From an optimization exercise on the open Yosys and OpenROAD flow, aimed at small area; shortcuts taken in it are not production practice. The RTL was checked by simulation tests, not by an equivalence proof against the original design. The flow treats the clock pin as an ideal source, which a real chip does not have. Power is estimated from default activity; no workload was simulated.

==> design.v <==
module triple_tx #(
    parameter CHANNEL_COUNT = 112
) (
    input  wire         clk,
    input  wire         rst,
    input  wire         tx_valid,
    output wire         tx_ready,
    input  wire         tx_fd,
    input  wire [7:0]   tx_channel,
    input  wire [31:0]  tx_id,
    input  wire         tx_ext,
    input  wire         tx_rtr,
    input  wire         tx_brs,
    input  wire         tx_esi,
    input  wire [7:0]   tx_len,
    input  wire [511:0] tx_data,
    output wire         txo_valid,
    input  wire         txo_ready,
    output reg  [7:0]   txo_byte,
    output wire         txo_last,
    output reg          tx_err_valid,
    output wire [1:0]   tx_err_code
);
    localparam [7:0] START  = 8'h0F;
    localparam [7:0] END    = 8'hEF;
    localparam [7:0] ESCAPE = 8'h1F;
    localparam [7:0] TX_CAN = 8'h81;
    localparam [2:0] S_IDLE  = 3'd0;
    localparam [2:0] S_SCAN  = 3'd1;
    localparam [2:0] S_START = 3'd2;
    localparam [2:0] S_LEN   = 3'd3;
    localparam [2:0] S_CMD   = 3'd4;
    localparam [2:0] S_BODY  = 3'd5;
    localparam [2:0] S_END   = 3'd6;
    localparam [1:0] ERR_INVALID_LENGTH = 2'd1;
    localparam [1:0] ERR_CHANNEL_RANGE  = 2'd2;
    function is_special;
        input [7:0] b;
        begin
            is_special = (b == START) || (b == END) || (b == ESCAPE);
        end
    endfunction
    reg  [2:0]   state;
    reg          err_chan;   
    wire         idle = (state == S_IDLE);
    reg          len_ok;
    reg  [3:0]   code;
    always @* begin
        len_ok = 1'b0;
        code   = 4'd0;
        if (tx_len <= 8'd8) begin
            len_ok = 1'b1;
            code   = tx_len[3:0];
        end else if (tx_fd) begin
            case (tx_len)
                8'd12: begin len_ok = 1'b1; code = 4'h9; end
                8'd16: begin len_ok = 1'b1; code = 4'hA; end
                8'd20: begin len_ok = 1'b1; code = 4'hB; end
                8'd24: begin len_ok = 1'b1; code = 4'hC; end
                8'd32: begin len_ok = 1'b1; code = 4'hD; end
                8'd48: begin len_ok = 1'b1; code = 4'hE; end
                8'd64: begin len_ok = 1'b1; code = 4'hF; end
                default: begin len_ok = 1'b0; code = 4'h0; end
            endcase
        end
    end
    wire chan_ok = (tx_channel < CHANNEL_COUNT);
    reg  [8*70-1:0] bb;
    reg  [7:0]      L_q;      
    reg  [7:0]      k_lo;     
    reg  [3:0]      k_hi;     
    reg             esc_sent;
    always @(posedge clk) begin
        if (idle) begin
            bb[8*0 +: 8]  <= tx_id[31:24];
            bb[8*1 +: 8]  <= tx_id[23:16];
            bb[8*2 +: 8]  <= tx_id[15:8];
            bb[8*3 +: 8]  <= tx_id[7:0];
            bb[8*4 +: 8]  <= {tx_ext, tx_rtr, tx_fd, tx_fd & tx_brs, code};
            bb[8*5 +: 8]  <= {tx_fd & tx_esi, tx_channel[6:0]};
            bb[8*70-1:48] <= tx_data;
        end
    end
    reg  [8*9-1:0] grp;
    integer gi, bi;
    always @* begin
        grp = {8*9{1'b0}};
        for (gi = 0; gi < 9; gi = gi + 1)
            for (bi = 0; bi < 8; bi = bi + 1)
                if (8*gi + bi < 70)
                    grp[8*gi +: 8] = grp[8*gi +: 8]
                                   | ({8{k_lo[bi]}} & bb[8*(8*gi + bi) +: 8]);
    end
    wire [8*16-1:0] grp_x = {{8*7{1'b0}}, grp};
    wire [7:0]      cur_b = grp_x[8*k_hi +: 8];
    wire [3:0] cap_code = bb[8*4 +: 4];
    wire       cap_fd   = bb[8*4 + 5];
    reg  [6:0] last_k;
    always @* begin
        last_k = 7'd5 + {3'd0, cap_code};
        if (cap_fd)
            case (cap_code)
                4'h9: last_k = 7'd5 + 7'd12;
                4'hA: last_k = 7'd5 + 7'd16;
                4'hB: last_k = 7'd5 + 7'd20;
                4'hC: last_k = 7'd5 + 7'd24;
                4'hD: last_k = 7'd5 + 7'd32;
                4'hE: last_k = 7'd5 + 7'd48;
                4'hF: last_k = 7'd5 + 7'd64;
                default: ;
            endcase
    end
    wire       k_last  = (k_hi == last_k[6:3]) && k_lo[last_k[2:0]];
    reg  [7:0] cur;
    always @* begin
        case (state)
            S_START: cur = START;
            S_LEN:   cur = L_q;
            S_CMD:   cur = TX_CAN;
            S_END:   cur = END;
            default: cur = cur_b;
        endcase
    end
    wire cur_special = is_special(cur);
    wire stuffable   = (state == S_LEN) || (state == S_BODY);
    wire need_esc    = stuffable && cur_special && !esc_sent;
    assign tx_err_code = err_chan ? ERR_CHANNEL_RANGE : ERR_INVALID_LENGTH;
    assign tx_ready  = idle;
    assign txo_valid = (state != S_IDLE) && (state != S_SCAN);
    assign txo_last  = (state == S_END);
    always @* txo_byte = need_esc ? ESCAPE : cur;
    always @(posedge clk) begin
        if (rst) begin
            state        <= S_IDLE;
            tx_err_valid <= 1'b0;
        end else begin
            tx_err_valid <= 1'b0;
            case (state)
                S_IDLE: begin
                    k_lo     <= 8'd1;
                    k_hi     <= 4'd0;
                    esc_sent <= 1'b0;
                    L_q      <= 8'd4;
                    if (tx_valid) begin
                        if (!len_ok) begin
                            tx_err_valid <= 1'b1;
                            err_chan     <= 1'b0;
                        end else if (!chan_ok) begin
                            tx_err_valid <= 1'b1;
                            err_chan     <= 1'b1;
                        end else begin
                            state <= S_SCAN;
                        end
                    end
                end
                S_SCAN: begin
                    L_q <= L_q + {6'd0, cur_special, !cur_special};
                    if (k_last) begin
                        k_lo  <= 8'd1;
                        k_hi  <= 4'd0;
                        state <= S_START;
                    end else begin
                        k_lo <= {k_lo[6:0], k_lo[7]};
                        k_hi <= k_hi + {3'd0, k_lo[7]};
                    end
                end
                default: begin
                    if (txo_ready) begin
                        if (need_esc) begin
                            esc_sent <= 1'b1;
                        end else begin
                            esc_sent <= 1'b0;
                            case (state)
                                S_START: state <= S_LEN;
                                S_LEN:   state <= S_CMD;
                                S_CMD:   state <= S_BODY;
                                S_BODY: begin
                                    if (k_last) state <= S_END;
                                    k_lo <= {k_lo[6:0], k_lo[7]};
                                    k_hi <= k_hi + {3'd0, k_lo[7]};
                                end
                                default: state <= S_IDLE;
                            endcase
                        end
                    end
                end
            endcase
        end
    end
endmodule
module triple_rx #(
    parameter MTU = 100
) (
    input  wire         clk,
    input  wire         rst,
    input  wire         rx_in_valid,
    input  wire [7:0]   rx_in_byte,
    output reg          rx_valid,
    output reg  [2:0]   rx_kind,
    output reg  [7:0]   rx_info,
    output wire [7:0]   rx_raw_len,
    output wire [7:0]   rx_ulen,
    output wire [6:0]   rx_channel,
    output wire [31:0]  rx_id,
    output wire         rx_ext,
    output wire         rx_rtr,
    output wire         rx_brs,
    output wire         rx_esi,
    output reg  [6:0]   rx_len,
    output wire [511:0] rx_data,
    output reg          rx_overflow
);
    localparam [7:0] END    = 8'hEF;
    localparam [7:0] ESCAPE = 8'h1F;
    localparam [2:0] K_CLASSIC   = 3'd0;
    localparam [2:0] K_FD        = 3'd1;
    localparam [2:0] K_STATUS    = 3'd2;
    localparam [2:0] K_FWVERSION = 3'd3;
    localparam [2:0] K_TRUNCATED = 3'd4;
    localparam [2:0] K_UNRECCMD  = 3'd5;
    localparam [2:0] K_INVLEN    = 3'd6;
    localparam LO = 2;     
    localparam HI = 72;    
    reg  [6:0]   count;      
    reg  [6:0]   ulen;       
    reg          fresh;      
    reg          err;        
    reg          prev_esc;   
    reg          uesc;       
    reg  [8*(HI+1)-1:8*LO] ubuf;
    wire [7:0] b        = rx_in_byte;
    wire       b_esc    = (b == ESCAPE);
    wire       boundary = (b == END) && !prev_esc;
    wire [6:0] count_c  = fresh ? 7'd0 : count;
    wire [6:0] ulen_c   = fresh ? 7'd0 : ulen;
    wire       full     = (count_c == MTU);
    wire       store    = !err && !full;
    wire       uwrite   = store && (uesc || !b_esc);
    integer i;
    always @(posedge clk) begin
        if (rx_in_valid && uwrite)
            for (i = LO; i <= HI; i = i + 1)
                if (ulen_c == i)
                    ubuf[8*i +: 8] <= b;
    end
    always @(posedge clk) begin
        if (rst) begin
            fresh       <= 1'b1;
            err         <= 1'b0;
            prev_esc    <= 1'b0;
            uesc        <= 1'b0;
            rx_valid    <= 1'b0;
            rx_overflow <= 1'b0;
        end else begin
            rx_valid    <= 1'b0;
            rx_overflow <= 1'b0;
            if (rx_in_valid) begin
                count <= count_c + {6'd0, store};
                ulen  <= ulen_c + {6'd0, uwrite};
                fresh <= 1'b0;
                if (store)
                    uesc <= uesc ? 1'b0 : b_esc;
                else if (!err) begin
                    err         <= 1'b1;
                    rx_overflow <= 1'b1;
                end
                if (boundary) begin
                    rx_valid <= store;
                    err      <= 1'b0;
                    fresh    <= 1'b1;
                    uesc     <= 1'b0;
                    prev_esc <= 1'b0;
                end else begin
                    prev_esc <= b_esc;
                end
            end
        end
    end
    wire [7:0] cmd  = ubuf[8*2 +: 8];
    wire [7:0] flag = ubuf[8*7 +: 8];
    wire [7:0] chan = ubuf[8*8 +: 8];
    reg  [6:0] length;
    always @* begin
        length = {3'd0, flag[3:0]};
        if (flag[5]) begin
            case (flag[3:0])
                4'h9: length = 7'd12;
                4'hA: length = 7'd16;
                4'hB: length = 7'd20;
                4'hC: length = 7'd24;
                4'hD: length = 7'd32;
                4'hE: length = 7'd48;
                4'hF: length = 7'd64;
                default: length = {3'd0, flag[3:0]};
            endcase
        end
        rx_len = length;
        if (ulen < 7'd3) begin
            rx_kind = K_TRUNCATED;
            rx_info = {1'b0, ulen};
        end else if (cmd == 8'h8A) begin
            rx_kind = K_STATUS;
            rx_info = 8'd0;
        end else if (cmd == 8'h90) begin
            rx_kind = K_FWVERSION;
            rx_info = 8'd0;
        end else if (cmd != 8'h81) begin
            rx_kind = K_UNRECCMD;
            rx_info = cmd;
        end else if (ulen < 7'd9) begin
            rx_kind = K_TRUNCATED;
            rx_info = {1'b0, ulen};
        end else if (!flag[5] && (flag[3:0] > 4'd8)) begin
            rx_kind = K_INVLEN;
            rx_info = {4'd0, flag[3:0]};
        end else if (ulen < 7'd9 + length) begin
            rx_kind = K_TRUNCATED;
            rx_info = {1'b0, ulen};
        end else begin
            rx_kind = flag[5] ? K_FD : K_CLASSIC;
            rx_info = 8'd0;
        end
    end
    assign rx_raw_len = {1'b0, count};
    assign rx_ulen    = {1'b0, ulen};
    assign rx_channel = chan[6:0];
    assign rx_esi     = chan[7];
    assign rx_ext     = flag[7];
    assign rx_rtr     = flag[6];
    assign rx_brs     = flag[4];
    assign rx_id      = {ubuf[8*3 +: 8], ubuf[8*4 +: 8], ubuf[8*5 +: 8], ubuf[8*6 +: 8]};
    genvar g;
    generate
        for (g = 0; g < 64; g = g + 1) begin : g_data
            assign rx_data[8*g +: 8] = ubuf[8*(9 + g) +: 8];
        end
    endgenerate
endmodule
module triple_codec (
    input  wire         clk,
    input  wire         rst,
    input  wire         tx_valid,
    output wire         tx_ready,
    input  wire         tx_fd,
    input  wire [7:0]   tx_channel,
    input  wire [31:0]  tx_id,
    input  wire         tx_ext,
    input  wire         tx_rtr,
    input  wire         tx_brs,
    input  wire         tx_esi,
    input  wire [7:0]   tx_len,
    input  wire [511:0] tx_data,
    output wire         txo_valid,
    input  wire         txo_ready,
    output wire [7:0]   txo_byte,
    output wire         txo_last,
    output wire         tx_err_valid,
    output wire [1:0]   tx_err_code,
    input  wire         rx_in_valid,
    input  wire [7:0]   rx_in_byte,
    output wire         rx_valid,
    output wire [2:0]   rx_kind,
    output wire [7:0]   rx_info,
    output wire [7:0]   rx_raw_len,
    output wire [7:0]   rx_ulen,
    output wire [6:0]   rx_channel,
    output wire [31:0]  rx_id,
    output wire         rx_ext,
    output wire         rx_rtr,
    output wire         rx_brs,
    output wire         rx_esi,
    output wire [6:0]   rx_len,
    output wire [511:0] rx_data,
    output wire         rx_overflow
);
    triple_tx #(.CHANNEL_COUNT(112)) u_tx (
        .clk          (clk),
        .rst          (rst),
        .tx_valid     (tx_valid),
        .tx_ready     (tx_ready),
        .tx_fd        (tx_fd),
        .tx_channel   (tx_channel),
        .tx_id        (tx_id),
        .tx_ext       (tx_ext),
        .tx_rtr       (tx_rtr),
        .tx_brs       (tx_brs),
        .tx_esi       (tx_esi),
        .tx_len       (tx_len),
        .tx_data      (tx_data),
        .txo_valid    (txo_valid),
        .txo_ready    (txo_ready),
        .txo_byte     (txo_byte),
        .txo_last     (txo_last),
        .tx_err_valid (tx_err_valid),
        .tx_err_code  (tx_err_code)
    );
    triple_rx #(.MTU(100)) u_rx (
        .clk         (clk),
        .rst         (rst),
        .rx_in_valid (rx_in_valid),
        .rx_in_byte  (rx_in_byte),
        .rx_valid    (rx_valid),
        .rx_kind     (rx_kind),
        .rx_info     (rx_info),
        .rx_raw_len  (rx_raw_len),
        .rx_ulen     (rx_ulen),
        .rx_channel  (rx_channel),
        .rx_id       (rx_id),
        .rx_ext      (rx_ext),
        .rx_rtr      (rx_rtr),
        .rx_brs      (rx_brs),
        .rx_esi      (rx_esi),
        .rx_len      (rx_len),
        .rx_data     (rx_data),
        .rx_overflow (rx_overflow)
    );
endmodule
==> flow/run.sh <==
#!/bin/bash
# Standard ORFS layout, with the port buffers made of the smallest buffer
# cell (sky130_fd_sc_hd__buf_1) instead of the cell buffer_ports picks
# by default. Everything else is the standard flow's own flow (standard.sh).
set -euo pipefail
export BUFFER_PORTS_ARGS="-buffer_cell sky130_fd_sc_hd__buf_1"
bash standard.sh > standard.log 2>&1
==> standard.sh <==
#!/bin/bash
# synth_recipe.tcl (not shown) runs the flow's synth.tcl, then flattens the netlist and writes it again
# the make line also repeats each setting of config.mk as NAME=value (left out here)
make -C /OpenROAD-flow-scripts/flow DESIGN_CONFIG=/design/flow/config.mk WORK_HOME=/design/flow/orfs CLKGATE_MAP_FILE= SYNTH_SCRIPT=/design/flow/synth_recipe.tcl "${@:-finish}"
==> config.mk <==
export PLATFORM = sky130hd
export DESIGN_NAME = triple_codec
export DESIGN_NICKNAME = triple_codec
export VERILOG_FILES = /design/flow/design.v
export SDC_FILE = /design/flow/constraint.sdc
export NUM_CORES = 4
export LEC_CHECK = 0
export CAP_MARGIN = 20
export CORE_MARGIN = 2
export CORE_UTILIZATION = 36
export CTS_BUF_LIST = sky130_fd_sc_hd__clkbuf_16
export CTS_CLUSTER_DIAMETER = 80
export CTS_CLUSTER_SIZE = 30
export GPL_TIMING_DRIVEN = 0
export SLEW_MARGIN = 20
==> constraint.sdc <==
create_clock -name core_clock -period 10.0 [get_ports {clk}]
set_input_delay 2.0000 -clock core_clock [delete_from_list [all_inputs] [get_ports {clk}]]
set_output_delay 2.0000 -clock core_clock [all_outputs]
set_load 0.01 [all_outputs]
==> results of run 1 <==
## cell usage after synthesis (all sizes together) (4+ instances only)
library cell,n,share of area [%]
edfxtp,1164,84
a22oi,139,2.5
nor2,131,1.2
nand2,67,0.60
buf,66,0.82
nand3,46,0.55
a221oi,44,0.96
a21oi,42,0.51
a22o,42,0.88
clkbuf,39,0.35
nand4,33,0.50
a222oi,32,0.77
nor2b,27,0.41
o21ai,25,0.30
ha,21,0.63
inv,20,0.18
xor2,19,0.40
and3,16,0.24
nor3,16,0.19
o21a,15,0.27
a41oi,12,0.25
and2,11,0.17
a31oi,10,0.15
dfxtp,10,0.48
or3,8,0.12
a311oi,7,0.16
mux2i,7,0.17
nand2b,7,0.11
xnor2,7,0.15
a21o,5,0.090
and4,5,0.11
nand3b,5,0.090
o31a,5,0.11
a211oi,4,0.072
nor3b,4,0.072
nor4b,4,0.084
or2,4,0.060
## worst max-delay path by stage
| stage | start | to | slack (ns) | cells past startpoint |
|---|---|---|---|---|
| CTS | u_tx.k_lo[2]$_DFFE_PP_ | txo_byte[6] | 2.73 | 13 |
| global placement | u_tx.state[1]$_SDFFE_PP0P_ | tx_ready | -10.66 | 3 |
| detailed placement | u_tx.k_lo[2]$_DFFE_PP_ | txo_byte[6] | 3.53 | 13 |
| finish | u_tx.k_lo[2]$_DFFE_PP_ | txo_byte[6] | 2.83 | 13 |
| floorplan | u_tx.state[0]$_SDFFE_PP0P_ | tx_ready | -5.27 | 2 |
| global route | u_tx.k_lo[6]$_DFFE_PP_ | txo_byte[4] | 2.72 | 13 |
## per-layer routing
metal  vias up  global-route usage [%]  part of all wire (%)
met5         -                       0                 0.035
met4         8                    8.53                   3.7
met3       221                    4.23                   7.0
met2      1351                    44.9                    55
met1     13400                    27.0                    35
li1      11400                       -                     -
## final cells by class
class	count	area share [%]
Antenna cell	29	0.143
Buffer	105	1.01
Clock buffer	53	2.61
Clock inverter	29	0.747
Inverter	20	0.148
Multi-Input combinational cell	878	11.6
Sequential cell	1174	69.2
Tap cell	1512	3.73
Timing Repair Buffer	1233	10.8
## stage by stage
stage          cell area, µm²  worst slack, ns  util, %  TNS (ns)  power (W)
6_report                50800             2.83     44.4         0     0.0109
5_1_grt                 50800             2.72     44.3         0     0.0112
4_1_cts                 50700             2.73     44.3         0     0.0109
3_5_place_dp            49000             3.53     42.8         0    0.00829
3_3_place_gp            47900           -10.66     41.9  -5213.92    0.00810
2_1_floorplan           41600            -5.27        -  -2390.49    0.00755
## report_power, final
part           switching (W)  leakage, nW  internal (W)
Combinational        0.00106         4.27      0.000554
Clock                0.00160        0.852       0.00108
Sequential          0.000286         11.4       0.00628
## cells by family after synthesis
| family | Yosys count | synth area share [%] |
|---|---|---|
| buffers and inverters | 125 | 1.35 |
| XOR/XNOR | 26 | 0.548 |
| flip-flops | 1174 | 84.5 |
| AO/OA/AOI/OAI | 422 | 7.89 |
| AND/OR/NAND/NOR | 396 | 4.71 |
| adder cells (fa/ha/maj) | 22 | 0.680 |
| other | 1 | 0.00902 |
| multiplexers | 10 | 0.268 |
## sequential cells by signal, indices dropped and copies added, names as in the netlist, 3 cells and up
signal,flops
u_rx.ulen,7
u_tx.state,3
u_tx.k_lo,8
u_rx.ubuf,568
u_rx.count,7
u_tx.k_hi,4
u_tx.bb,560
u_tx.L_q,8
## tightest hold or removal path, stage by stage, from the launching register on
cell and delay (ns):
dfxtp_1 0.33, nand2_1 0.05, a21oi_1 0.05
==> summary.txt, run 1 <==
max incr delay on CP: 0.92 ns
Placed Cells: 4922
clock insertion delay at the later pin of the skew report: 0.70 ns
die area: 0.118 mm²
Synth-to-Final Area Change: 22.1%
worst slew pin tran: 1.19 ns
kind of start point of the critical path: flop
final hold violations: 0
most common cell after layout, fill and taps aside: buf_1
endpoints failing setup: 0
Hold Path Class: reg2reg
#FFs+latches synth: 1174
Max-slew headroom: 20.9%
Filler cells: 10300
IO Pins: 1183
cells on worst reg2reg path: 14
CTS root buf: clkbuf_16
detailed-route wire length per cell: 29.5 µm
FFs w/ async S/R, synth: 0%
Post-Syn Instances: 2176
initial antenna violation count: 33
commonest cells after routing, fill and taps aside: buf_1 (1175), edfxtp_1 (1164), a22oi_1 (139), nor2_1 (131), nand2_1 (67)
RSZ-0062 raised after global routing: false
post-synthesis sequential area ratio: 84.5%
hold slack: 0.469 ns
Mapped Area: 0.0416 mm²
Residual DRC: 0
Tcrit/Tclk final: 71.7%
Hold Path Depth: 2
area of the multi-input gates: 0.00590 mm²
share of cells above drive strength 1: 6.21%
Buf+Inv Stages, Crit Path: 4
Starting DRT DRC Count: 2471
Post-CTS Setup Bufs: 0
Clock Skews: 0.0558 ns
R2R Setup Slk: 4.94 ns
final net count: 4064
RR Startpoint: u_tx.k_lo[7]$_DFFE_PP_
CP Data Required Time: 8.00 ns
final std cells w/o fill: 5033
dpl hpwl: 113000 µm
overall routed net length: 149000 µm
Slowest cell on crit path: buf_1
chip width: 344 µm
library cells used by synthesis: 81
P_leak: 16.5 nW
Via density: 5.25
largest net degree at the start of global routing: 35
P per Cell Area: 214 mW/mm²
largest delay contributor family on the critical path: buffers and inverters
Post-DRT Antenna Nets: 0
Peak Freq: 140 MHz
overall routing resource usage: 23.9%
CP max FO: 10
Post-synth EDFFs: 1164
Detailed Routing Iterations Pass 1: 6
Synth Area per Inst: 19.1 µm²
first-pass GRT wire length: 197000 µm
Yosys warning total: 2
Tmin final: 7.17 ns
Core Footprint: 0.115 mm²
CTS tree: done
Clock Pin Slew Worst Setup and Hold Paths: 0.10 ns
CTS Sinks: 1174
CTS Buffer Depth: 3
CP endpoint kind: output port
PostCTS Resize Cnt: 0
vias in the first global route: 25400
final slew viol count: 0
Initial Utilization: 36.3%
GP Congestion: 0.879
hold_buf cts: 0
Hold Crit Start: u_rx.uesc$_SDFFE_PP0P_
R2R Path End: u_tx.L_q[6]$_SDFFCE_PN0P_
Worst Path Arrival: 5.17 ns
Num CTS Buffers: 52
max cap viols: 0
Site Rows: 124
crit path kind: reg2out
run status: complete, no violations
CP cell instances: buf_2 > buf_1 > a22oi_1 > nand4_1 > nor2_1 > o311ai_0 > a31oi_1 > nor4b_1 > o2111a_2 > and2_1 > buf_2 > nor2_1 > buf_1
Reg area: 0.0352 mm²
WHS Endpoint: u_rx.uesc$_SDFFE_PP0P_
# port buffers: 1177
routed vias: 26400
Die H: 344 µm
Top FF cell, synth: edfxtp_1
H-tree depth: 2
maximum VDD drop: 0.000178 V
total grt overflow: 0
==> run 2: changes to the inputs <==
--- a/config.mk
+++ b/config.mk
@@ -12,4 +12,3 @@
 export CTS_CLUSTER_DIAMETER = 80
 export CTS_CLUSTER_SIZE = 30
-export GPL_TIMING_DRIVEN = 0
 export SLEW_MARGIN = 20
==> run 2 against run 1 <==
Against the previous run: critical path depth is 1 lower; final cell count down 2.4%; sequential share of layout area up 1.8 points; critical endpoint is now txo_byte[4]; highest routed layer unchanged.
==> summary.txt, run 2 <==
run status: complete, no violations
CTS Buffer Depth: 3 (unchanged)
H-tree depth: 2 (unchanged)
overall routing resource usage: 21.9% (-2.0 points)
Starting DRT DRC Count: 2561 (+3.6%)
FFs w/ async S/R, synth: 0% (unchanged)
Tcrit/Tclk final: 71.2% (-0.48 points)
clock insertion delay at the later pin of the skew report: 0.70 ns (about the same)
max reg flops: 568 (unchanged)
CTS tree: done
P_leak: 15.9 nW (-3.7%)
hold_buf cts: 0 (unchanged)
Die H: 344 µm (unchanged)
kind of start point of the critical path: flop
IO Pins: 1183 (unchanged)
vias in the first global route: 24500 (-3.3%)
Worst Path Arrival: 5.12 ns (-0.05 ns)
chip width: 344 µm (unchanged)
Post-DRT Antenna Nets: 0 (unchanged)
Residual DRC: 0 (unchanged)
library cells used by synthesis: 81 (unchanged)
Slowest cell on crit path: a221oi_1
maximum VDD drop: 0.000171 V (-3.7%)
Max-slew headroom: 14.3% (-6.5 points)
RSZ-0062 raised after global routing: false
endpoints failing setup: 0 (unchanged)
worst slew pin tran: 1.28 ns (+0.0980 ns)
dpl hpwl: 101000 µm (-10%)
Num CTS Buffers: 52 (unchanged)
Area contributors post-synth: edfxtp_1 (84%), a22oi_1 (2.5%), nor2_1 (1.2%)
detailed-route wire length per cell: 27.9 µm (-5.3%)
CP cell instances: buf_4 > buf_4 > a222oi_1 > and3_1 > a221oi_1 > a311oi_1 > o41ai_1 > o2111a_1 > o2111a_2 > and2_1 > nand2b_1 > buf_1
most common cell after layout, fill and taps aside: buf_1
commonest cells after routing, fill and taps aside: buf_1 (1172), edfxtp_1 (1164), a22oi_1 (139), nor2_1 (131), nand2_1 (67)
CP Data Required Time: 8.00 ns (about the same)
most numerous cell in the Yosys netlist: edfxtp_1
final slew viol count: 0 (unchanged)
Clock Skews: 0.0513 ns (-0.00451 ns)
# port buffers: 1180 (+0.25%)
overall routed net length: 137000 µm (-7.6%)
Post-CTS Setup Bufs: 0 (unchanged)
first-pass GRT wire length: 184000 µm (-6.8%)
Peak Freq: 141 MHz (+0.68%)
Yosys top cell by area: edfxtp_1
initial antenna violation count: 26 (-21%)
fin worst setup slack: 2.88 ns (+0.0484 ns)
Critical Path Most Common Cell: buf_4
biggest regs: u_rx.ubuf (568), u_tx.bb (560)
PostCTS Resize Cnt: 0 (unchanged)
Placed Cells: 4805 (-2.4%)
Initial Utilization: 36.3% (unchanged)
Clock Pin Slew Worst Setup and Hold Paths: 0.11 ns (about the same)
setup TNS: 0 ns (unchanged)
crit path kind: reg2out
Tmin final: 7.12 ns (-0.0484 ns)
GP Congestion: 0.876 (-0.43%)
Post-synth EDFFs: 1164 (unchanged)
Mapped Area: 0.0416 mm² (unchanged)
P per Cell Area: 214 mW/mm² (+0.24%)
Detailed Routing Iterations Pass 1: 9 (+3)
total grt overflow: 0 (unchanged)
Core Footprint: 0.115 mm² (unchanged)
CP max FO: 39 (+29)
Post-Syn Instances: 2176 (unchanged)
#FFs+latches synth: 1174 (unchanged)
CTS Sinks: 1174 (unchanged)
Yosys warning total: 2 (unchanged)
CP endpoint kind: output port
CTS root buf: clkbuf_16
largest net degree at the start of global routing: 192 (+450%)
Synth-to-Final Area Change: 19.1%
hold slack: 0.475 ns (+0.00561 ns)
max cap viols: 0 (unchanged)
max incr delay on CP: 0.94 ns (+0.02 ns)
share of cells above drive strength 1: 3.97% (-2.2 points)
Via density: 5.27 (+0.43%)
Hold Path Class: reg2reg
Synth Area per Inst: 19.1 µm² (unchanged)
Site Rows: 124 (unchanged)
final hold violations: 0 (unchanged)
final std cells w/o fill: 4911 (-2.4%)
top post-synthesis cells by count: edfxtp_1 (1164), a22oi_1 (139), nor2_1 (131)
pre-CTS WS: 3.58 ns (+0.0473 ns)
die area: 0.118 mm² (unchanged)
Top FF cell, synth: edfxtp_1
Top reg by flops: u_rx.ubuf
post-synthesis sequential area ratio: 84.5% (unchanged)
final net count: 3947 (-2.9%)
post-synth top area share: 84.1% (unchanged)
routed vias: 25900 (-2.0%)
[run 2: cell types whose count changed in the layout (fill, tap and decap cells not counted), moves of 3 or more]
cell and delta:
buf_2 -58, clkbuf_1 -37, buf_4 +34, buf_8 -28
buf_16 -13, buf_12 -10, diode_2 -8, buf_6 -7
inv_1 +7, clkbuf_2 +6, inv_8 -4, buf_1 -3
[run 2: final timing paths]
| kind | slack, ns | start | cells past startpoint | to |
|---|---|---|---|---|
| max | 2.88 | u_tx.k_lo[2]$_DFFE_PP_ | 12 | txo_byte[4] |
| min reg2reg | 0.47 | u_rx.uesc$_SDFFE_PP0P_ | 2 | u_rx.uesc$_SDFFE_PP0P_ |
| max reg2reg | 4.84 | u_tx.k_lo[2]$_DFFE_PP_ | 15 | u_tx.L_q[4]$_SDFFCE_PN0P_ |
| min | 0.47 | u_rx.uesc$_SDFFE_PP0P_ | 2 | u_rx.uesc$_SDFFE_PP0P_ |
[run 2: cell type report]
class,count,area [µm²]
flip-flops and latches,1174,35200
clock inverters,31,355
well taps,1512,1890
fillers,10300,65000
clock buffers,54,1350
repair buffers,1221,4760
inverters,20,75.1
diodes,21,52.6
multi-input cells,878,5880
[run 2: report_power, final]
part	switching, W	internal [W]
Sequential	0.000366	0.00630
Clock	0.00157	0.00104
Combinational	0.000904	0.000437
Total	0.00284	0.00778
[run 2: critical path, delay by kind of cell, from the launching register on]
family                 cells  cell delay [ns]
AOI/OAI and AO/OA          6             2.20
and+or+nand+nor            3             0.62
DFF                        1             0.33
buffers and inverters      3             1.19
[run 2: through the flow]
stage	utilization, %	total power (W)	area, µm²
finish	43.3	0.0106	49500
global route	43.2	0.0110	49500
CTS	43.2	0.0107	49500
global placement	41.7	0.00812	47800
floorplan	-	0.00755	41600
detailed placement	41.7	0.00811	47800
[run 2: cells by family (layout without fill, tap and decap cells)]
logic type	Yosys count	in the layout	share of synthesized area, %
other cells	1	23	0.00902
flops	1174	1174	84.5
fa+ha+maj	22	22	0.680
buf+inv	125	1326	1.35
xor+xnor	26	26	0.548
simple gates	396	396	4.71
mux	10	10	0.268
compound gates	422	422	7.89
[run 2: layer usage]
| metal | up-vias | track usage [%] | routed length, µm |
|---|---|---|---|
| li1 | 11100 | - | - |
| met3 | 225 | 3.29 | 9370 |
| met4 | 4 | 8.31 | 5440 |
| met1 | 13100 | 25.8 | 49100 |
| met5 | - | 0 | 28 |
| met2 | 1393 | 40.2 | 73400 |
==> run 3: changes to the inputs <==
--- a/config.mk
+++ b/config.mk
@@ -8,5 +8,5 @@
 export CAP_MARGIN = 20
 export CORE_MARGIN = 2
-export CORE_UTILIZATION = 36
+export CORE_UTILIZATION = 38
 export CTS_BUF_LIST = sky130_fd_sc_hd__clkbuf_16
 export CTS_CLUSTER_DIAMETER = 80
==> run 3 against run 2 <==
Against the previous run: largest power group unchanged; area after synthesis did not move; final cell count fell by 2.3%; global-route usage rose by 1.6 points; via count barely moved; critical endpoint unchanged; hold slack got worse by 0.0084 ns; flip-flop and latch count did not move; non-clock buffer count did not move; combinational power barely moved; clock power fell by 5%; setup slack improved by 0.10 ns; utilization rose by 2.0 points; first-iteration DRC count rose by 20%.
==> summary.txt, run 3 <==
CP startpoint: u_tx.k_lo[0]$_DFFE_PP_
Top FF cell, synth: edfxtp_1
Initial Utilization: 38.3% (+1.9 points)
Tcrit/Tclk final: 70.2% (-1.0 points)
Post-synth EDFFs: 1164 (unchanged)
combinational family with the most area after synthesis: compound AO/OA/AOI/OAI gates
# port buffers: 1180 (unchanged)
CTS Sinks: 1174 (unchanged)
Hold Crit Start: u_rx.uesc$_SDFFE_PP0P_
vias in the first global route: 24500 (+0.14%)
Synth Area in Compound Gates: 7.89% (unchanged)
Core Footprint: 0.109 mm² (-5.1%)
Filler cells: 9597 (-6.9%)
#FFs+latches synth: 1174 (unchanged)
design area: 0.0492 mm² (-0.63%)
Post-Synth Adder-Cell Area: 0.680% (unchanged)
library cells used by synthesis: 81 (unchanged)
P per Cell Area: 213 mW/mm² (-0.68%)
overall routed net length: 138000 µm (+0.22%)
endpoints failing setup: 0 (unchanged)
max reg flops: 568 (unchanged)
Reg area: 0.0352 mm² (unchanged)
CTS root buf: clkbuf_16
post-synth top area share: 84.1% (unchanged)
CTS tree: done
Num CTS Buffers: 50 (-3.8%)
P_leak: 15.8 nW (-0.87%)
PostCTS Resize Cnt: 0 (unchanged)
Top reg by flops: u_rx.ubuf
Synth-to-Final Area Change: 18.3%
top post-synthesis cells by count: edfxtp_1 (1164), a22oi_1 (139), nor2_1 (131)
Via density: 5.40 (+2.4%)
Post-DRT Antenna Nets: 0 (unchanged)
chip width: 335 µm (-2.6%)
fin util: 45.3% (+2.0 points)
max cap viols: 0 (unchanged)
final hold violations: 0 (unchanged)
routed vias: 25900 (-0.023%)
simple-gate area share of the yosys netlist: 4.71% (unchanged)
setup TNS: 0 ns (unchanged)
share of cells above drive strength 1: 3.90% (-0.068 points)
Tmin final: 7.02 ns (-0.101 ns)
Yosys top cell by area: edfxtp_1
clock insertion delay at the later pin of the skew report: 0.68 ns (-0.02 ns)
Max-slew headroom: 32.7% (+18 points)
area of the multi-input gates: 0.00588 mm² (unchanged)
most common cell after layout, fill and taps aside: buf_1
dpl hpwl: 102000 µm (+0.95%)
most numerous cell in the Yosys netlist: edfxtp_1
CP cell instances: buf_4 > a22o_1 > a221oi_1 > and3_1 > o311ai_1 > a311oi_2 > nor4b_1 > o2111a_2 > and2_1 > nand2b_1 > buf_1
Peak Freq: 143 MHz (+1.4%)
H-tree depth: 2 (unchanged)
Synth Area per Inst: 19.1 µm² (unchanged)
total grt overflow: 0 (unchanged)
hold_buf cts: 0 (unchanged)
Placed Cells: 4706 (-2.1%)
Detailed Routing Iterations Pass 1: 6 (-3)
CP endpoint kind: output port
FFs w/ async S/R, synth: 0% (unchanged)
worst slew pin tran: 1.01 ns (-0.275 ns)
Area contributors post-synth: edfxtp_1 (84%), a22oi_1 (2.5%), nor2_1 (1.2%)
biggest regs: u_rx.ubuf (568), u_tx.bb (560)
RR Startpoint: u_tx.k_lo[0]$_DFFE_PP_
Mapped Area: 0.0416 mm² (unchanged)
final slew viol count: 0 (unchanged)
Die H: 335 µm (-2.6%)
commonest cells after routing, fill and taps aside: buf_1 (1172), edfxtp_1 (1164), a22oi_1 (139), nor2_1 (131), nand2_1 (67)
detailed-route wire length per cell: 28.7 µm (+2.6%)
maximum VDD drop: 0.000162 V (-5.5%)
total power: 0.0105 W (-1.3%)
Post-Syn Instances: 2176 (unchanged)
Clock Pin Slew Worst Setup and Hold Paths: 0.10 ns (about the same)
Worst Path Arrival: 5.02 ns (-0.10 ns)
largest net degree at the start of global routing: 185 (-3.6%)
kind of start point of the critical path: flop
CP max FO: 40 (+2.6%)
CP Data Required Time: 8.00 ns (about the same)
Starting DRT DRC Count: 3070 (+20%)
mux cell area share after synthesis: 0.268% (unchanged)
GP Congestion: 0.908 (+3.7%)
first-pass GRT wire length: 187000 µm (+1.7%)
IO Pins: 1183 (unchanged)
Residual DRC: 0 (unchanged)
Slowest cell on crit path: edfxtp_1
largest delay contributor family on the critical path: compound AO/OA/AOI/OAI gates
Post-CTS Setup Bufs: 0 (unchanged)
max incr delay on CP: 0.80 ns (-0.14 ns)
Yosys warning total: 2 (unchanged)
RSZ-0062 raised after global routing: false
final std cells w/o fill: 4797 (-2.3%)
Clock Skews: 0.0376 ns (-0.0137 ns)
DP Area: 0.0476 mm² (-0.27%)
post-synthesis sequential area ratio: 84.5% (unchanged)
crit path kind: reg2out
overall routing resource usage: 23.5% (+1.6 points)
CTS Buffer Depth: 3 (unchanged)
final net count: 3945 (-0.051%)
initial antenna violation count: 34 (+31%)
Hold Path Class: reg2reg
die area: 0.112 mm² (-5.2%)
run status: complete, no violations
Post-Synth XOR/XNOR Area: 0.548% (unchanged)
Site Rows: 121 (-2.4%)
Buf+Inv Stages, Crit Path: 2 (-1)
==> run 3: kinds of logic after synthesis <==
kind of cell | after synthesis
multiplexers | 10
flip-flops | 1174
other | 1
XOR/XNOR | 26
adder cells (fa/ha/maj) | 22
buffers and inverters | 125
AND/OR/NAND/NOR | 396
AO/OA/AOI/OAI | 422
==> run 3: final timing paths <==
kind	end	slack, ns	cells after the start
worst max-delay path	txo_byte[4]	2.98	11
worst min-delay path	u_rx.uesc$_SDFFE_PP0P_	0.47	2
worst max register to register	u_tx.L_q[6]$_SDFFCE_PN0P_	4.94	14
worst min register to register	u_rx.uesc$_SDFFE_PP0P_	0.47	2
==> run 3: tightest hold or removal path, cell delays in order (launching register included) <==
cell and delay (ns):
dfxtp_1 0.32, nand2_1 0.06, a21oi_1 0.05
==> run 3: power breakdown <==
part	internal, W	switching [W]
Combinational	0.000436	0.000878
Clock	0.000967	0.00152
Sequential	0.00630	0.000384
==> run 3: metal layers <==
| layer | track usage (%) | vias up | part of all wire, % |
|---|---|---|---|
| li1 | - | 11100 | - |
| met1 | 27.5 | 13000 | 36 |
| met2 | 41.5 | 1466 | 53 |
| met3 | 4.26 | 265 | 7.0 |
| met4 | 11.2 | 12 | 4.8 |
| met5 | 0 | - | 0.055 |
==> run 3: stage by stage <==
stage | hold slack, ns | setup WS [ns]
floorplan | 0.432 | -5.27
global placement | 0.440 | 3.65
detailed placement | 0.452 | 3.65
CTS | 0.467 | 2.90
global route | 0.496 | 2.73
finish | 0.466 | 2.98
==> run 3: area by class of cell <==
class | instances | share of cell area (%)
timing repair buffer | 1221 | 9.68
inverter | 20 | 0.153
clock buffer | 51 | 2.59
antenna | 23 | 0.117
sequential | 1174 | 71.4
tap | 1414 | 3.60
multi-input combinational | 878 | 12.0
clock inverter | 16 | 0.468
==> run 4: changes to the inputs <==
--- a/config.mk
+++ b/config.mk
@@ -7,6 +7,7 @@
 export LEC_CHECK = 0
 export CAP_MARGIN = 20
+export CORE_ASPECT_RATIO = 0.5
 export CORE_MARGIN = 2
-export CORE_UTILIZATION = 38
+export CORE_UTILIZATION = 42
 export CTS_BUF_LIST = sky130_fd_sc_hd__clkbuf_16
 export CTS_CLUSTER_DIAMETER = 80
==> run 4 against run 3 <==
Against the previous run: first-iteration DRC count increased by 0.75%; register-to-register slack improved by 0.23 ns; cell area decreased by 0.50%; sequential power about the same; wire length increased by 2.0%; flip-flop and latch count unchanged; clock-buffer cell count decreased by 4; largest power group unchanged; critical path type unchanged; sequential share of layout area increased by 0.36 points.
==> summary.txt, run 4 <==
Detailed Routing Iterations Pass 1: 7 (+1)
Residual DRC: 0 (unchanged)
max cap viols: 0 (unchanged)
most numerous cell in the Yosys netlist: edfxtp_1
GP Congestion: 0.903 (-0.47%)
fin util: 50.0% (+4.7 points)
R2R Path End: u_tx.L_q[4]$_SDFFCE_PN0P_
H-tree depth: 2 (unchanged)
hold_buf cts: 0 (unchanged)
#FFs+latches synth: 1174 (unchanged)
Synth Area in Compound Gates: 7.89% (unchanged)
Clock Pin Slew Worst Setup and Hold Paths: 0.12 ns (+0.02 ns)
CP startpoint: u_tx.k_lo[2]$_DFFE_PP_
CTS Buffer Depth: 3 (unchanged)
final net count: 3940 (-0.13%)
die area: 0.102 mm² (-9.3%)
clock insertion delay at the later pin of the skew report: 0.66 ns (-0.02 ns)
CP Data Required Time: 8.00 ns (about the same)
cells on worst reg2reg path: 15 (+1)
final hold violations: 0 (unchanged)
vias in the first global route: 24400 (-0.55%)
CP endpoint kind: output port
Yosys top cell by area: edfxtp_1
Num CTS Buffers: 46 (-8.0%)
post-synth top area share: 84.1% (unchanged)
Hold Crit Start: u_rx.uesc$_SDFFE_PP0P_
chip width: 449 µm (+34%)
CP max FO: 33 (-18%)
dpl hpwl: 101000 µm (-1.3%)
first-pass GRT wire length: 187000 µm (+0.18%)
Starting DRT DRC Count: 3093 (+0.75%)
final slew viol count: 0 (unchanged)
Synth Area per Inst: 19.1 µm² (unchanged)
largest delay contributor family on the critical path: compound AO/OA/AOI/OAI gates
post-synthesis sequential area ratio: 84.5% (unchanged)
max incr delay on CP: 0.67 ns (-0.13 ns)
Buf+Inv Stages, Crit Path: 3 (+1)
CTS root buf: clkbuf_16
Post-synth EDFFs: 1164 (unchanged)
Tcrit/Tclk final: 68.6% (-1.6 points)
CTS tree: done
# port buffers: 1180 (unchanged)
initial antenna violation count: 28 (-18%)
routed vias: 26300 (+1.7%)
overall routing resource usage: 26.0% (+2.6 points)
Critical Path Most Common Cell: buf_4
biggest regs: u_rx.ubuf (568), u_tx.bb (560)
Post-Syn Instances: 2176 (unchanged)
run status: complete, no violations
Worst Path Arrival: 4.86 ns (-0.16 ns)
Via density: 5.58 (+3.4%)
combinational family with the most area after synthesis: compound AO/OA/AOI/OAI gates
Post-Synth XOR/XNOR Area: 0.548% (unchanged)
CP cell instances: buf_4 > buf_4 > a222oi_1 > and3_1 > a221oi_1 > a311oi_1 > o21ai_0 > o2111a_1 > o2111a_2 > and2_1 > nand2b_1 > buf_1
most common cell after layout, fill and taps aside: buf_1
Site Rows: 81 (-33%)
library cells used by synthesis: 81 (unchanged)
crit path kind: reg2out
Area contributors post-synth: edfxtp_1 (84%), a22oi_1 (2.5%), nor2_1 (1.2%)
FFs w/ async S/R, synth: 0% (unchanged)
Max-slew headroom: 25.0% (-7.6 points)
Levels on crit path: 12 (+1)
CTS Sinks: 1174 (unchanged)
mux cell area share after synthesis: 0.268% (unchanged)
P per Cell Area: 212 mW/mm² (-0.39%)
Top FF cell, synth: edfxtp_1
Core Footprint: 0.0979 mm² (-9.9%)
largest net degree at the start of global routing: 218 (+18%)
Mapped Area: 0.0416 mm² (unchanged)
hold slack: 0.471 ns (+0.00478 ns)
Filler cells: 8429 (-12%)
Yosys warning total: 2 (unchanged)
CP endpoint: txo_byte[4]
Die H: 227 µm (-32%)
Post-Synth Adder-Cell Area: 0.680% (unchanged)
fin worst setup slack: 3.14 ns (+0.156 ns)
top post-synthesis cells by count: edfxtp_1 (1164), a22oi_1 (139), nor2_1 (131)
Clock Skews: 0.0335 ns (-0.00410 ns)
worst slew pin tran: 1.12 ns (+0.111 ns)
PostCTS Resize Cnt: 0 (unchanged)
Post-DRT Antenna Nets: 0 (unchanged)
Synth-to-Final Area Change: 17.7%
commonest cells after routing, fill and taps aside: buf_1 (1172), edfxtp_1 (1164), a22oi_1 (139), nor2_1 (131), nand2_1 (67)
RSZ-0062 raised after global routing: false
Peak Freq: 146 MHz (+2.3%)
endpoints failing setup: 0 (unchanged)
Hold Path Class: reg2reg
simple-gate area share of the yosys netlist: 4.71% (unchanged)
kind of start point of the critical path: flop
R2R Setup Slk: 5.17 ns (+0.23 ns)
Initial Utilization: 42.5% (+4.2 points)
RR Startpoint: u_tx.k_lo[2]$_DFFE_PP_
overall routed net length: 140000 µm (+2.0%)
pre-CTS WS: 3.88 ns (+0.233 ns)
share of cells above drive strength 1: 3.44% (-0.45 points)
detailed-route wire length per cell: 29.7 µm (+3.7%)
Slowest cell on crit path: edfxtp_1
IO Pins: 1183 (unchanged)
Post-CTS Setup Bufs: 0 (unchanged)
P_leak: 15.8 nW (+0.13%)
Tmin final: 6.86 ns (-0.156 ns)
Top reg by flops: u_rx.ubuf
max reg flops: 568 (unchanged)
maximum VDD drop: 0.000111 V (-32%)
total grt overflow: 0 (unchanged)
-- run 4: cell counts after synthesis --
No cell type changed its count.
-- run 4: cell families (layout without fill, tap and decap cells) --
family | count (synthesis) | count (layout)
other | 1 | 23
xor gates and xnor gates | 26 | 26
and+or+nand+nor | 396 | 396
DFF | 1174 | 1174
adders and majority gates | 22 | 22
AOI/OAI and AO/OA | 422 | 422
buffers and inverters | 125 | 1316
muxes | 10 | 10
-- run 4: final cells by class --
type | instances | area (µm²) | area share [%]
Clock buffer | 47 | 1180 | 2.40
Timing Repair Buffer | 1220 | 4780 | 9.77
Sequential cell | 1174 | 35200 | 71.8
Multi-Input combinational cell | 878 | 5880 | 12.0
Clock inverter | 29 | 176 | 0.360
Antenna cell | 21 | 52.6 | 0.107
Tap cell | 1328 | 1660 | 3.39
Inverter | 20 | 75.1 | 0.153
-- run 4: worst min-delay path by stage --
stage,end,slack (ns),depth (start not counted)
after CTS,u_rx.uesc$_SDFFE_PP0P_,0.47,2
after detailed placement,u_rx.uesc$_SDFFE_PP0P_,0.45,2
after global placement,u_rx.uesc$_SDFFE_PP0P_,0.44,2
after global routing,u_rx.uesc$_SDFFE_PP0P_,0.50,2
final,u_rx.uesc$_SDFFE_PP0P_,0.47,2
after floorplan,u_rx.uesc$_SDFFE_PP0P_,0.43,2
-- run 4: stage by stage --
| stage | setup TNS, ns | power (W) | instances | area, µm² |
|---|---|---|---|---|
| after detailed placement | 0 | 0.00809 | 4619 | 47500 |
| after global routing | 0 | 0.0107 | 4716 | 49000 |
| final | 0 | 0.0104 | 4717 | 49000 |
| after CTS | 0 | 0.0104 | 4695 | 48900 |
| after global placement | 0 | 0.00809 | 4619 | 47500 |
| after floorplan | -2390.49 | 0.00755 | 2177 | 41600 |
-- run 4: routing by layer --
metal / track usage [%] / wire length [µm] / vias to the layer above
met1: 34.2 / 54100 / 13600
met3: 4.34 / 10200 / 202
met5: 0 / 34 / -
met2: 44.9 / 72300 / 1423
met4: 7.60 / 3630 / 4
li1: - / - / 11100
-- run 4: where the power goes --
group          internal, W  leakage [nW]  switching (W)
clock network     0.000881         0.743        0.00148
logic             0.000440          3.65       0.000911
registers          0.00629          11.4       0.000378
-- run 4: worst reg2reg max path: cells and delay by family (launching register included) --
kind | cells | cell delay (ns)
AO/OA/AOI/OAI | 6 | 1.54
XOR/XNOR | 1 | 0.16
adder cells (fa/ha/maj) | 2 | 0.69
buffers and inverters | 3 | 1.17
flip-flops | 1 | 0.67
AND/OR/NAND/NOR | 3 | 0.38
==> run 5: changes to the inputs <==
--- a/config.mk
+++ b/config.mk
@@ -11,5 +11,5 @@
 export CORE_UTILIZATION = 42
 export CTS_BUF_LIST = sky130_fd_sc_hd__clkbuf_16
-export CTS_CLUSTER_DIAMETER = 80
-export CTS_CLUSTER_SIZE = 30
+export CTS_CLUSTER_DIAMETER = 70
+export CTS_CLUSTER_SIZE = 28
 export SLEW_MARGIN = 20
==> run 5 against run 4 <==
Against the previous run: power is 1.2% higher; setup slack better by 0.022 ns; largest power group unchanged; non-clock buffer count stayed put; critical endpoint unchanged; largest cell class unchanged.
==> summary.txt, run 5 <==
run status: complete, no violations
Post-Syn Instances: 2176 (unchanged)
kind of start point of the critical path: flop
Synth Area per Inst: 19.1 µm² (unchanged)
chip width: 449 µm (unchanged)
Site Rows: 81 (unchanged)
CP endpoint kind: output port
RSZ-0062 raised after global routing: false
fin worst setup slack: 3.16 ns (+0.0224 ns)
Tcrit/Tclk final: 68.4% (-0.22 points)
dpl hpwl: 101000 µm (unchanged)
final slew viol count: 0 (unchanged)
overall routing resource usage: 26.0% (about the same)
total grt overflow: 0 (unchanged)
CP Data Required Time: 8.00 ns (about the same)
IO Pins: 1183 (unchanged)
Residual DRC: 0 (unchanged)
Post-CTS Setup Bufs: 0 (unchanged)
hold slack: 0.468 ns (-0.00371 ns)
Detailed Routing Iterations Pass 1: 6 (-1)
Post-synth EDFFs: 1164 (unchanged)
setup TNS: 0 ns (unchanged)
mux cell area share after synthesis: 0.268% (unchanged)
CTS tree: done
biggest regs: u_rx.ubuf (568), u_tx.bb (560)
Mapped Area: 0.0416 mm² (unchanged)
endpoints failing setup: 0 (unchanged)
post-synth top area share: 84.1% (unchanged)
most numerous cell in the Yosys netlist: edfxtp_1
H-tree depth: 2 (unchanged)
#FFs+latches synth: 1174 (unchanged)
pre-CTS WS: 3.88 ns (unchanged)
Via density: 5.59 (about the same)
final net count: 3944 (+0.10%)
vias in the first global route: 24500 (+0.34%)
crit path kind: reg2out
max cap viols: 0 (unchanged)
Synth-to-Final Area Change: 18.1%
maximum VDD drop: 0.000124 V (+12%)
share of cells above drive strength 1: 3.69% (+0.25 points)
overall routed net length: 140000 µm (+0.16%)
Hold Path Class: reg2reg
P_leak: 15.8 nW (about the same)
library cells used by synthesis: 81 (unchanged)
top post-synthesis cells by count: edfxtp_1 (1164), a22oi_1 (139), nor2_1 (131)
PostCTS Resize Cnt: 0 (unchanged)
Buf+Inv Stages, Crit Path: 3 (unchanged)
CP cell instances: buf_4 > buf_4 > a222oi_1 > and3_1 > a221oi_1 > a311oi_1 > o21ai_0 > o2111a_1 > o2111a_2 > and2_1 > nand2b_1 > buf_1
Peak Freq: 146 MHz (+0.33%)
Yosys warning total: 2 (unchanged)
Top FF cell, synth: edfxtp_1
Synth Area in Compound Gates: 7.89% (unchanged)
max reg flops: 568 (unchanged)
detailed-route wire length per cell: 29.8 µm (+0.22%)
Post-Synth XOR/XNOR Area: 0.548% (unchanged)
Clock Pin Slew Worst Setup and Hold Paths: 0.11 ns (about the same)
Area contributors post-synth: edfxtp_1 (84%), a22oi_1 (2.5%), nor2_1 (1.2%)
Slowest cell on crit path: edfxtp_1
Yosys top cell by area: edfxtp_1
Max-slew headroom: 25.0% (about the same)
simple-gate area share of the yosys netlist: 4.71% (unchanged)
most common cell after layout, fill and taps aside: buf_1
post-synthesis sequential area ratio: 84.5% (unchanged)
GP Congestion: 0.903 (unchanged)
Critical Path Most Common Cell: buf_4
CP max FO: 33 (unchanged)
FFs w/ async S/R, synth: 0% (unchanged)
# port buffers: 1180 (unchanged)
routed vias: 26300 (+0.027%)
Tmin final: 6.84 ns (-0.0224 ns)
hold_buf cts: 0 (unchanged)
Placed Cells: 4619 (unchanged)
Worst Path Arrival: 4.84 ns (-0.02 ns)
Post-Synth Adder-Cell Area: 0.680% (unchanged)
first-pass GRT wire length: 187000 µm (about the same)
Die H: 227 µm (unchanged)
Clock Skews: 0.0215 ns (-0.0120 ns)
Starting DRT DRC Count: 3228 (+4.4%)
Initial Utilization: 42.5% (unchanged)
Top reg by flops: u_rx.ubuf
commonest cells after routing, fill and taps aside: buf_1 (1172), edfxtp_1 (1164), a22oi_1 (139), nor2_1 (131), nand2_1 (67)
CTS Sinks: 1174 (unchanged)
CTS root buf: clkbuf_16
combinational family with the most area after synthesis: compound AO/OA/AOI/OAI gates
largest net degree at the start of global routing: 218 (unchanged)
Core Footprint: 0.0979 mm² (unchanged)
worst slew pin tran: 1.12 ns (+0.000301 ns)
Post-DRT Antenna Nets: 0 (unchanged)
P per Cell Area: 214 mW/mm² (+0.93%)
final std cells w/o fill: 4714 (-0.064%)
initial antenna violation count: 31 (+11%)
CTS Buffer Depth: 3 (unchanged)
die area: 0.102 mm² (unchanged)
max incr delay on CP: 0.65 ns (-0.02 ns)
clock insertion delay at the later pin of the skew report: 0.67 ns (about the same)
largest delay contributor family on the critical path: compound AO/OA/AOI/OAI gates
final hold violations: 0 (unchanged)
R2R Setup Slk: 5.18 ns (about the same)
Num CTS Buffers: 50 (+8.7%)
## run 5: final timing paths
kind                               start                   endpoint  cells after the start
setup / recovery  u_tx.k_lo[2]$_DFFE_PP_                txo_byte[4]                     12
hold / removal    u_rx.uesc$_SDFFE_PP0P_     u_rx.uesc$_SDFFE_PP0P_                      2
setup reg to reg  u_tx.k_lo[2]$_DFFE_PP_  u_tx.L_q[4]$_SDFFCE_PN0P_                     15
hold reg to reg   u_rx.uesc$_SDFFE_PP0P_     u_rx.uesc$_SDFFE_PP0P_                      2
## run 5: metal layers
layer	vias to the layer above	share of wire, %	wire (µm)	global-route usage (%)
li1	11100	-	-	-
met1	13700	38	53900	34.1
met2	1331	52	72400	45.1
met3	204	7.3	10300	4.25
met4	6	2.7	3830	7.64
met5	-	0.033	47	0
## run 5: report_power, final
part	internal, W	switching [W]	total [W]
clock network	0.000978	0.00152	0.00249
logic	0.000440	0.000907	0.00135
registers	0.00630	0.000377	0.00667
total	0.00771	0.00280	0.0105
## run 5: per-stage QoR
stage          total power, W  util, %  instance area [µm²]
2_1_floorplan         0.00755        -                41600
3_3_place_gp          0.00809     48.6                47500
3_5_place_dp          0.00809     48.6                47500
4_1_cts                0.0105     50.1                49000
5_1_grt                0.0108     50.1                49100
6_report               0.0105     50.1                49100
## run 5: cells by family after synthesis
| kind of cell | Yosys count |
|---|---|
| buffers and inverters | 125 |
| flip-flops | 1174 |
| AO/OA/AOI/OAI | 422 |
| other | 1 |
| AND/OR/NAND/NOR | 396 |
| adder cells (fa/ha/maj) | 22 |
| XOR/XNOR | 26 |
| multiplexers | 10 |
## run 5: final cells by class
| cell class | instances | area [µm²] |
|---|---|---|
| clock buffer | 51 | 1280 |
| multi-input combinational | 878 | 5880 |
| inverter | 20 | 75.1 |
| antenna | 25 | 62.6 |
| clock inverter | 18 | 195 |
| timing repair buffer | 1220 | 4780 |
| tap | 1328 | 1660 |
| fill | 8396 | 48800 |
| sequential | 1174 | 35200 |
## run 5: tightest hold or removal path: cells and delay by family (launching register included)
family | cells | cell delay (ns)
simple gates | 1 | 0.05
flops | 1 | 0.33
compound gates | 1 | 0.05
==> run 6: changes to the inputs <==
==> flow/run.sh (replaced) <==
#!/bin/bash
# Standard ORFS layout, with the port buffers made of the smallest buffer
# cell (sky130_fd_sc_hd__buf_1) instead of the cell buffer_ports picks
# by default, and clock tree synthesis characterized for a lower slew
# target with larger sink clusters.
set -euo pipefail
export BUFFER_PORTS_ARGS="-buffer_cell sky130_fd_sc_hd__buf_1"
export PRE_CTS_TCL="$(pwd)/flow/cts_pre.tcl"
export CTS_ARGS="-sink_clustering_enable -repair_clock_nets -sink_clustering_size 30 -sink_clustering_max_diameter 80 -buf_list sky130_fd_sc_hd__clkbuf_16"
bash standard.sh > standard.log 2>&1
==> flow/cts_pre.tcl (new file) <==
configure_cts_characterization -max_slew 0.08
--- a/config.mk
+++ b/config.mk
@@ -7,9 +7,8 @@
 export LEC_CHECK = 0
 export CAP_MARGIN = 20
-export CORE_ASPECT_RATIO = 0.5
 export CORE_MARGIN = 2
-export CORE_UTILIZATION = 42
+export CORE_UTILIZATION = 36
 export CTS_BUF_LIST = sky130_fd_sc_hd__clkbuf_16
-export CTS_CLUSTER_DIAMETER = 70
-export CTS_CLUSTER_SIZE = 28
+export CTS_CLUSTER_DIAMETER = 80
+export CTS_CLUSTER_SIZE = 30
 export SLEW_MARGIN = 20
==> run 6 against run 5 <==
Against the previous run: critical path type unchanged; still clean; final cell count increased by 4.2%; maximum frequency decreased by 3.9%; first-iteration DRC count decreased by 21%.
==> summary.txt, run 6 <==
run status: complete, no violations
Tmin final: 7.12 ns (+0.280 ns)
total grt overflow: 0 (unchanged)
CTS tree: done
P per Cell Area: 214 mW/mm² (+0.14%)
max cap viols: 0 (unchanged)
kind of start point of the critical path: flop
vias in the first global route: 24500 (+0.069%)
Mapped Area: 0.0416 mm² (unchanged)
Clock Pin Slew Worst Setup and Hold Paths: 0.11 ns (about the same)
Post-Synth Adder-Cell Area: 0.680% (unchanged)
Top reg by flops: u_rx.ubuf
CP endpoint: txo_byte[4]
maximum VDD drop: 0.000171 V (+38%)
crit path kind: reg2out
mux cell area share after synthesis: 0.268% (unchanged)
commonest cells after routing, fill and taps aside: buf_1 (1172), edfxtp_1 (1164), a22oi_1 (139), nor2_1 (131), nand2_1 (67)
Core Footprint: 0.115 mm² (+17%)
Initial Utilization: 36.3% (-6.2 points)
Die H: 344 µm (+52%)
CP endpoint kind: output port
clock insertion delay at the later pin of the skew report: 0.70 ns (+0.03 ns)
GRT Max-Usage Layer: met2
max reg flops: 568 (unchanged)
simple-gate area share of the yosys netlist: 4.71% (unchanged)
Post-synth EDFFs: 1164 (unchanged)
Residual DRC: 0 (unchanged)
Hold Path Depth: 2 (unchanged)
most common cell after layout, fill and taps aside: buf_1
RSZ-0062 raised after global routing: false
biggest regs: u_rx.ubuf (568), u_tx.bb (560)
CP startpoint: u_tx.k_lo[2]$_DFFE_PP_
Critical Path Most Common Cell: buf_4
R2R Path End: u_tx.L_q[4]$_SDFFCE_PN0P_
dpl hpwl: 101000 µm (+0.40%)
cells on worst reg2reg path: 15 (unchanged)
detailed-route wire length per cell: 27.9 µm (-6.2%)
Max-slew headroom: 14.3% (-11 points)
most numerous cell in the Yosys netlist: edfxtp_1
library cells used by synthesis: 81 (unchanged)
Post-CTS Setup Bufs: 0 (unchanged)
Worst Path Arrival: 5.12 ns (+0.28 ns)
Peak Freq: 141 MHz (-3.9%)
Top FF cell, synth: edfxtp_1
Post-Syn Instances: 2176 (unchanged)
die area: 0.118 mm² (+16%)
setup TNS: 0 ns (unchanged)
#FFs+latches synth: 1174 (unchanged)
share of cells above drive strength 1: 3.97% (+0.28 points)
combinational family with the most area after synthesis: compound AO/OA/AOI/OAI gates
DP Area: 0.0478 mm² (+0.49%)
CP Data Required Time: 8.00 ns (about the same)
Synth Area in Compound Gates: 7.89% (unchanged)
Tcrit/Tclk final: 71.2% (+2.8 points)
Yosys top cell by area: edfxtp_1
CP cell instances: buf_4 > buf_4 > a222oi_1 > and3_1 > a221oi_1 > a311oi_1 > o41ai_1 > o2111a_1 > o2111a_2 > and2_1 > nand2b_1 > buf_1
Slowest cell on crit path: a221oi_1
PostCTS Resize Cnt: 0 (unchanged)
top post-synthesis cells by count: edfxtp_1 (1164), a22oi_1 (139), nor2_1 (131)
Synth-to-Final Area Change: 19.1%
P_leak: 15.9 nW (+0.70%)
Detailed Routing Iterations Pass 1: 9 (+3)
Num CTS Buffers: 52 (+4.0%)
Clock Skews: 0.0513 ns (+0.0298 ns)
RR Startpoint: u_tx.k_lo[2]$_DFFE_PP_
FFs w/ async S/R, synth: 0% (unchanged)
final slew viol count: 0 (unchanged)
worst slew pin tran: 1.28 ns (+0.164 ns)
CTS Sinks: 1174 (unchanged)
IO Pins: 1183 (unchanged)
Post-DRT Antenna Nets: 0 (unchanged)
Post-Synth XOR/XNOR Area: 0.548% (unchanged)
endpoints failing setup: 0 (unchanged)
met3 Usage GRT: 3.29% (-0.96 points)
final net count: 3947 (+0.076%)
largest net degree at the start of global routing: 192 (-12%)
M1 GR Usage: 25.8% (-8.3 points)
# port buffers: 1180 (unchanged)
max incr delay on CP: 0.94 ns (+0.29 ns)
hold_buf cts: 0 (unchanged)
overall routed net length: 137000 µm (-2.3%)
Via density: 5.27 (-5.6%)
Site Rows: 124 (+53%)
Area contributors post-synth: edfxtp_1 (84%), a22oi_1 (2.5%), nor2_1 (1.2%)
Yosys warning total: 2 (unchanged)
grt met2 use: 40.2% (-4.9 points)
Hold Path Class: reg2reg
post-synth top area share: 84.1% (unchanged)
overall routing resource usage: 21.9% (-4.1 points)
design area: 0.0495 mm² (+0.88%)
first-pass GRT wire length: 184000 µm (-1.8%)
Placed Cells: 4805 (+4.0%)
final std cells w/o fill: 4911 (+4.2%)
GP Congestion: 0.876 (-3.1%)
Synth Area per Inst: 19.1 µm² (unchanged)
initial antenna violation count: 26 (-16%)
CP max FO: 39 (+18%)
routed vias: 25900 (-1.7%)
final hold violations: 0 (unchanged)
R2R Setup Slk: 4.84 ns (-0.34 ns)
chip width: 344 µm (-23%)
Starting DRT DRC Count: 2561 (-21%)
post-synthesis sequential area ratio: 84.5% (unchanged)
## run 6: worst min path at each step
stage                      startpoint                endpoint  slack (ns)
4_1_cts        u_rx.uesc$_SDFFE_PP0P_  u_rx.uesc$_SDFFE_PP0P_        0.47
6_report       u_rx.uesc$_SDFFE_PP0P_  u_rx.uesc$_SDFFE_PP0P_        0.47
3_3_place_gp   u_rx.uesc$_SDFFE_PP0P_  u_rx.uesc$_SDFFE_PP0P_        0.44
5_1_grt        u_rx.uesc$_SDFFE_PP0P_  u_rx.uesc$_SDFFE_PP0P_        0.50
2_1_floorplan  u_rx.uesc$_SDFFE_PP0P_  u_rx.uesc$_SDFFE_PP0P_        0.43
3_5_place_dp   u_rx.uesc$_SDFFE_PP0P_  u_rx.uesc$_SDFFE_PP0P_        0.45
## run 6: cells by family after synthesis
| logic type | after synthesis |
|---|---|
| buffers and inverters | 125 |
| XOR/XNOR | 26 |
| multiplexers | 10 |
| flip-flops | 1174 |
| other | 1 |
| adder cells (fa/ha/maj) | 22 |
| AO/OA/AOI/OAI | 422 |
| AND/OR/NAND/NOR | 396 |
## run 6: routing by layer
layer	vias up	part of all wire (%)
li1	11100	-
met1	13100	36
met2	1393	53
met3	225	6.8
met4	4	4.0
met5	-	0.020
## run 6: power by group
part / internal (W) / switching, W
clock network: 0.00104 / 0.00157
logic: 0.000437 / 0.000904
registers: 0.00630 / 0.000366
## run 6: worst max-delay path: cells and delay by family, from the launching register on
kind	cells	cell delay [ns]
AOI/OAI and AO/OA	6	2.20
buffers and inverters	3	1.19
and+or+nand+nor	3	0.62
DFF	1	0.33
## run 6: layout make-up
cell class,instances,area (µm²)
Multi-Input combinational cell,878,5880
Fill cell,10300,65000
Clock inverter,31,355
Antenna cell,21,52.6
Timing Repair Buffer,1221,4760
Tap cell,1512,1890
Inverter,20,75.1
Sequential cell,1174,35200
Clock buffer,54,1350
## run 6: metrics by stage
stage	setup WS, ns	total power (W)	hold WS [ns]	util [%]
2_1_floorplan	-5.27	0.00755	0.432	-
3_3_place_gp	3.65	0.00812	0.439	41.7
3_5_place_dp	3.58	0.00811	0.454	41.7
4_1_cts	2.80	0.0107	0.469	43.2
5_1_grt	2.69	0.0110	0.504	43.2
6_report	2.88	0.0106	0.475	43.3

## separate check: timing with driven ports
The results above use ideal ports. As a check the final layouts listed here were re-extracted and re-timed, cells and wires unchanged. Step 1: set_driving_cell puts a clkbuf_16 on clk and a buf_2 on each other input, an assumption about the parent block. Step 2, shift: input delay + t, output delay - t, t = (earliest + latest rising clock arrival at the registers) / 2. This alone moves slack from input paths to output paths. a / b / c = no drivers / after step 1 / after step 2; a / b = the first two.
run | t, ns | setup slack, ns | worst data-port slew with drivers (ns)
run 1 | 0.743 | 2.834 / 2.762 / 3.505 | 0.19
run 2 | 0.738 | 2.883 / 2.815 / 3.553 | 0.17
run 3 | 0.722 | 2.984 / 2.916 / 3.638 | 0.21
run 4 | 0.714 | 3.140 / 3.072 / 3.786 | 0.26
run 5 | 0.728 | 3.162 / 3.093 / 3.821 | 0.23
run 6 | 0.738 | 2.883 / 2.815 / 3.553 | 0.17
After both steps setup and hold are still met in every run listed.
